Background: an optimization exercise with open tools, aiming at small area, a short achievable clock period and few clock cycles per item. Do not read the settings as production practice.
Power and IR drop assume default switching activity.

==> flow/design.v (excerpt) <==
module bls_alu #(
    parameter integer N = 32
) (
    input  wire           clk,
    input  wire           rst,       
    input  wire           start,     
    input  wire [2*N+6:0] iw,        
    output wire           ready,
    output reg            done,
    output reg  [N-1:0]   res,
    output wire [4:0]     flags,     
    output reg  [1:0]     evt,       
    output wire [7:0]     fault,     
    output wire [7:0]     finfo
);
Size: ~120 flip-flops, ~130 I/O pins.
export LEC_CHECK = 0
export CAP_MARGIN = 20
export CORE_MARGIN = 2
export CORE_UTILIZATION = 40
export SETUP_SLACK_MARGIN = 4.0
export SLEW_MARGIN = 20
create_clock -name core_clock -period 10.0 [get_ports {clk}]
standard.sh (not shown) runs the stock make flow with config.mk's settings and CLKGATE_MAP_FILE= SYNTH_SCRIPT=/design/flow/synth_recipe.tcl, a recipe that flattens the netlist after the stock synthesis.
==> flow/flow/run.sh <==
#!/bin/bash
# The standard layout (the standard.sh, standard synthesis included), with
# plain buf_2 cells as the input and output port buffers instead of the
# clock-delay buffers that buffer_ports picks on its own.
set -euo pipefail
cd "$(dirname "${BASH_SOURCE[0]}")/.."
export BUFFER_PORTS_ARGS="-buffer_cell sky130_fd_sc_hd__buf_2"
bash standard.sh > standard_flow.log 2>&1
Change:
SETUP_SLACK_MARGIN = 2.0   (was 4.0)
What happened: The changed run produced a clean layout; worst hold slack got worse by 9.1 ps; clock skew is about the same; power fell by 16%; cell area drops by 11%; first-iteration DRC count went down by 13%.
No functional check of the RTL was part of any run of this note.

---

## the previous run
The RTL this note starts from:
==> flow/design.v <==
module bls_alu #(
    parameter integer N = 32
) (
    input  wire           clk,
    input  wire           rst,       
    input  wire           start,     
    input  wire [2*N+6:0] iw,        
    output wire           ready,
    output reg            done,
    output reg  [N-1:0]   res,
    output wire [4:0]     flags,     
    output reg  [1:0]     evt,       
    output wire [7:0]     fault,     
    output wire [7:0]     finfo
);
    localparam [3:0] OP_ADD = 4'd0, OP_SUB = 4'd1, OP_MUL = 4'd2, OP_DIV = 4'd3,
                     OP_AND = 4'd4, OP_OR  = 4'd5, OP_XOR = 4'd6, OP_NOT = 4'd7,
                     OP_SHL = 4'd8, OP_SHR = 4'd9, OP_ROL = 4'd10, OP_ROR = 4'd11;
    localparam integer W = N + 4;    
    wire         vop = iw[2*N+6];
    wire         va  = iw[2*N+5];
    wire         vb  = iw[2*N+4];
    wire [3:0]   op  = iw[2*N+3:2*N];
    wire [N-1:0] fa  = iw[2*N-1:N];
    wire [N-1:0] fb  = iw[N-1:0];
    reg          busy;       
    reg          mode_mul;   
    reg  [3:0]   cnt;
    reg  [N-1:0] acc;        
    reg  [N-1:0] opr;        
    reg          dq;         
    reg          c_r, v_r, vsel, zen;
    reg  [1:0]   f_r;
    reg  [3:0]   fi_r;
    assign ready = ~busy;
    assign fault = {6'd0, f_r};
    assign finfo = {4'd0, fi_r};
    assign flags = {^res, res[N-1], v_r | (vsel & |acc), c_r, zen & ~|res};
    wire go     = start & ~busy;
    wire bad1   = ~vop | ~va;
    wire bad2   = (op < OP_NOT) & ~vb;
    wire b_zero = ~|fb;
    wire op_mul = (op == OP_MUL);
    wire op_div = (op == OP_DIV);
    wire op_sub = (op == OP_SUB);
    wire op_sb  = op_sub | op_div;       
    wire [N-1:0] m_a  = fa;
    wire [3:0]   m_b  = busy ? res[3:0] : fb[3:0];
    wire [W-1:0] m_p0 = {4'd0, m_b[0] ? m_a : {N{1'b0}}};
    wire [W-1:0] m_p1 = {3'd0, m_b[1] ? m_a : {N{1'b0}}, 1'b0};
    wire [W-1:0] m_p2 = {2'd0, m_b[2] ? m_a : {N{1'b0}}, 2'b0};
    wire [W-1:0] m_p3 = {1'd0, m_b[3] ? m_a : {N{1'b0}}, 3'b0};
    wire [W-1:0] m_p4 = {4'd0, busy ? acc : {N{1'b0}}};
    wire [W-1:0] cs1_s = m_p0 ^ m_p1 ^ m_p4;
    wire [W-1:0] cs1_c = {(m_p0[W-2:0] & m_p1[W-2:0]) | (m_p0[W-2:0] & m_p4[W-2:0]) | (m_p1[W-2:0] & m_p4[W-2:0]), 1'b0};
    wire [W-1:0] cs2_s = cs1_s ^ cs1_c ^ m_p2;
    wire [W-1:0] cs2_c = {(cs1_s[W-2:0] & cs1_c[W-2:0]) | (cs1_s[W-2:0] & m_p2[W-2:0]) | (cs1_c[W-2:0] & m_p2[W-2:0]), 1'b0};
    wire [W-1:0] cs3_s = cs2_s ^ cs2_c ^ m_p3;
    wire [W-1:0] cs3_c = {(cs2_s[W-2:0] & cs2_c[W-2:0]) | (cs2_s[W-2:0] & m_p3[W-2:0]) | (cs2_c[W-2:0] & m_p3[W-2:0]), 1'b0};
    wire [N-1:0] d_x1 = {acc[N-2:0], res[N-1]};
    wire [N-1:0] d_d1;
    wire         d_co1;
    bls_alu_add #(.N(N), .L(5)) u_sub (.x(d_x1), .y(dq ? ~opr : opr), .ci(dq), .s(d_d1), .co(d_co1), .c());
    wire         d_q1 = ~d_d1[N-1];
    wire [N-1:0] d_x2 = {d_d1[N-2:0], res[N-2]};
    wire         s_div = busy & ~mode_mul;
    wire         s_csa = busy ? mode_mul : op_mul;
    wire [W-1:0] ad_x = s_div ? {4'd0, d_x2}
                              : (s_csa ? cs3_s : {4'd0, fa});
    wire [W-1:0] ad_y = s_div ? {4'd0, opr ^ {N{d_q1}}}
                              : (s_csa ? cs3_c : {4'd0, op_sb ? ~fb : fb});
    wire         inv  = s_div ? d_q1 : (~busy & op_sb & ~op_mul);
    wire [W-1:0] ad;
    wire         ad_co;
    wire [W:0]   ad_c;
    bls_alu_add #(.N(W), .L(6)) u_add (.x(ad_x), .y(ad_y), .ci(inv), .s(ad), .co(ad_co), .c(ad_c));
    wire         d_q2 = ~ad[N-1];
    wire [N-1:0] d_a2 = ad[N-1:0];
    wire [N-1:0] st_hi = mode_mul ? ad[W-1:4] : d_a2;
    wire [N-1:0] st_lo = mode_mul ? {ad[3:0], res[N-1:4]} : {res[N-3:0], d_q1, d_q2};
    wire [N:0]   as_full = {ad_c[N], ad[N-1:0]};    
    wire s_as  = (op[3:1] == 3'd0);                  
    wire s_and = (op == OP_AND), s_or = (op == OP_OR), s_xor = (op == OP_XOR);
    wire s_not = (op == OP_NOT);
    wire s_shl = (op == OP_SHL) | (op == OP_ROL);
    wire s_shr = (op == OP_SHR) | (op == OP_ROR);
    wire [N-1:0] sh_l = {fa[N-2:0], (op == OP_ROL) & fa[N-1]};
    wire [N-1:0] sh_r = {(op == OP_ROR) & fa[0], fa[N-1:1]};
    wire [N-1:0] e_res = ({N{s_as}}         & as_full[N-1:0])
                       | ({N{s_and | s_or}} & (fa & fb))
                       | ({N{s_or | s_xor}} & (fa ^ fb))
                       | ({N{s_not}}        & ~fa)
                       | ({N{s_shl}}        & sh_l)
                       | ({N{s_shr}}        & sh_r);
    wire e_c = ((op == OP_ADD) & as_full[N])
             | (op_sub & (~as_full[N] | b_zero))
             | (s_shl & fa[N-1])
             | (s_shr & fa[0]);
    wire e_v = op_sub & (fa[N-1] ^ fb[N-1]) & ~(as_full[N-1] ^ fb[N-1]);
    wire [1:0] e_evt = {op_div & b_zero, op[3] & op[2]};
    wire a_zero = ~|fa;
    wire d_exact = ~fb[N-1] | ~|fb[N-2:0];
    wire d_skip  = d_exact & ((|fb[N-1:26]) | ~|fa[N-1:6]);
    wire [N-1:0] d_acc0 = d_skip ? {6'd0, fa[N-1:6]} : {N{1'b0}};
    wire [N-1:0] d_res0 = d_skip ? {fa[5:0], 26'd0} : fa;
    wire [3:0]   d_cnt0 = d_skip ? 4'd13 : 4'd0;
    wire d_a_lt_b = ~as_full[N];
    wire iter_start = (op_mul & ~a_zero & ~b_zero) | (op_div & ~b_zero & ~(d_exact & d_a_lt_b));
    wire last = mode_mul ? (cnt == 4'd7) : (cnt == 4'd15);
    always @(posedge clk) begin
        if (rst) begin
            busy  <= 1'b0;
            done  <= 1'b0;
            res   <= {N{1'b0}};
            c_r   <= 1'b0;
            v_r   <= 1'b0;
            vsel  <= 1'b0;
            zen   <= 1'b0;
            evt   <= 2'd0;
            f_r   <= 2'd0;
            fi_r  <= 4'd0;
        end else begin
            done <= 1'b0;
            if (go) begin
                if (bad1) begin
                    f_r  <= 2'd1;
                    fi_r <= {2'd0, ~va, ~vop};
                    done <= 1'b1;
                end else if (bad2) begin
                    f_r  <= 2'd2;
                    fi_r <= op;
                    done <= 1'b1;
                end else begin
                    acc      <= op_mul ? ad[W-1:4] : d_acc0;
                    opr      <= fb;
                    mode_mul <= op_mul;
                    cnt      <= op_mul ? 4'd1 : d_cnt0;
                    dq       <= 1'b1;
                    c_r  <= e_c;
                    v_r  <= e_v;
                    vsel <= 1'b0;
                    zen  <= 1'b1;
                    evt  <= e_evt;
                    f_r  <= 2'd0;
                    fi_r <= 4'd0;
                    res  <= iter_start ? (op_mul ? {ad[3:0], fb[N-1:4]} : d_res0) : e_res;
                    busy <= iter_start;
                    done <= ~iter_start;
                end
            end else if (busy) begin
                acc <= st_hi;
                res <= st_lo;
                dq  <= d_q2;
                cnt <= cnt + 1'b1;
                if (last) begin
                    busy <= 1'b0;
                    done <= 1'b1;
                    c_r  <= 1'b0;
                    v_r  <= 1'b0;
                    vsel <= mode_mul;
                    zen  <= 1'b1;
                    evt  <= 2'd0;
                    f_r  <= 2'd0;
                    fi_r <= 4'd0;
                end
            end
        end
    end
endmodule
module bls_alu_add #(
    parameter integer N = 32,
    parameter integer L = 5       
) (
    input  wire [N-1:0] x,
    input  wire [N-1:0] y,
    input  wire         ci,
    output wire [N-1:0] s,
    output wire         co,
    output wire [N:0]   c         
);
    wire [N-1:0] p = x ^ y;
    wire [N-1:0] g = x & y;
    wire [N-1:0] gl [0:L];
    wire [N-1:0] pl [0:L];
    assign gl[0] = {g[N-1:1], g[0] | (p[0] & ci)};
    assign pl[0] = p;
    genvar l, i;
    generate
        for (l = 0; l < L; l = l + 1) begin : lv
            for (i = 0; i < N; i = i + 1) begin : bt
                if ((i >> l) & 1) begin : cmb
                    localparam integer J = ((i >> l) << l) - 1;
                    assign gl[l+1][i] = gl[l][i] | (pl[l][i] & gl[l][J]);
                    assign pl[l+1][i] = pl[l][i] & pl[l][J];
                end else begin : pas
                    assign gl[l+1][i] = gl[l][i];
                    assign pl[l+1][i] = pl[l][i];
                end
            end
        end
    endgenerate
    assign c  = {gl[L], ci};
    assign s  = p ^ c[N-1:0];
    assign co = c[N];
endmodule
clock: 10.0 ns
lec_check: 0
cap_margin: 20
core_margin: 2
core_utilization: 50
setup_slack_margin: 3.0
slew_margin: 20
Scripts as last shown in full above: flow/flow/run.sh
Changes in the current run relative to the previous run:
# the previous run
export LEC_CHECK = 0
export CAP_MARGIN = 20
export CORE_MARGIN = 2
export CORE_UTILIZATION = 50
export SETUP_SLACK_MARGIN = 3.0
export SLEW_MARGIN = 20
create_clock -name core_clock -period 10.0 [get_ports {clk}]
# the current run
export LEC_CHECK = 0
export CAP_MARGIN = 20
export CORE_MARGIN = 2
export CORE_UTILIZATION = 40
export SETUP_SLACK_MARGIN = 3.0
export SLEW_MARGIN = 20
create_clock -name core_clock -period 10.0 [get_ports {clk}]
--- outcome ---
- Taking the previous run as the reference, in the current run final layout net count now smaller, number of standard cells in the final layout excluding fillers moved up, count of plain and timing-repair buffers in the layout now smaller, global-route usage shrank by 8.4 points.
- Area growth from synthesis to layout ended up 1.1 points lower on the current run than on the previous run.
- Diff the previous run -> the current run | pin count of the biggest net entering global routing | increase of 8
- The number of cells on the worst reg-to-reg path reported for the current run is smaller than that of the previous run by 10%.
- Changes observed in the current run relative to the previous run: internal power contribution went up by 1.5%; routed wire length lost 410 µm.
- On sequential standard cell area, the current run and the previous run are neck and neck.
- Design area delta (the current run − the previous run): favourable
No run of this note included a check of the RTL's function; only the layout flow was run.

[static timing again, ports no longer ideal]
The flow's constraints put no driver on any port. The routed layouts listed below were extracted and timed again, unchanged, in two steps.
Step 1: set_driving_cell puts a clkbuf_16 on clk and a buf_2 on each other input, an assumption about the parent block.
Step 2 also shifts input and output timing later by t, the mid clock arrival at the registers, as if the neighbouring blocks saw the same clock.
a / b / c = ideal ports / drivers / drivers and shift; a / b = the first two.
run	t, ns	setup WS [ns]	worst setup path at the end	clock arrival spread, ns
the first run of note 1	0.504	3.161 / 3.162 / 2.657	input to register	0.013 / 0.013
the second run of note 1	0.501	2.403 / 2.403 / 1.987	input to register	0.012 / 0.012
the previous run	0.508	2.812 / 2.799 / 2.292	input to register	0.019 / 0.019
the current run	0.487	2.803 / 2.793 / 2.306	input to register	0.010 / 0.010
After both steps setup and hold are still met in every run listed. For the previous run, which loses most, drivers alone change the setup slack by -0.013 ns; drivers and shift together by -0.520 ns.
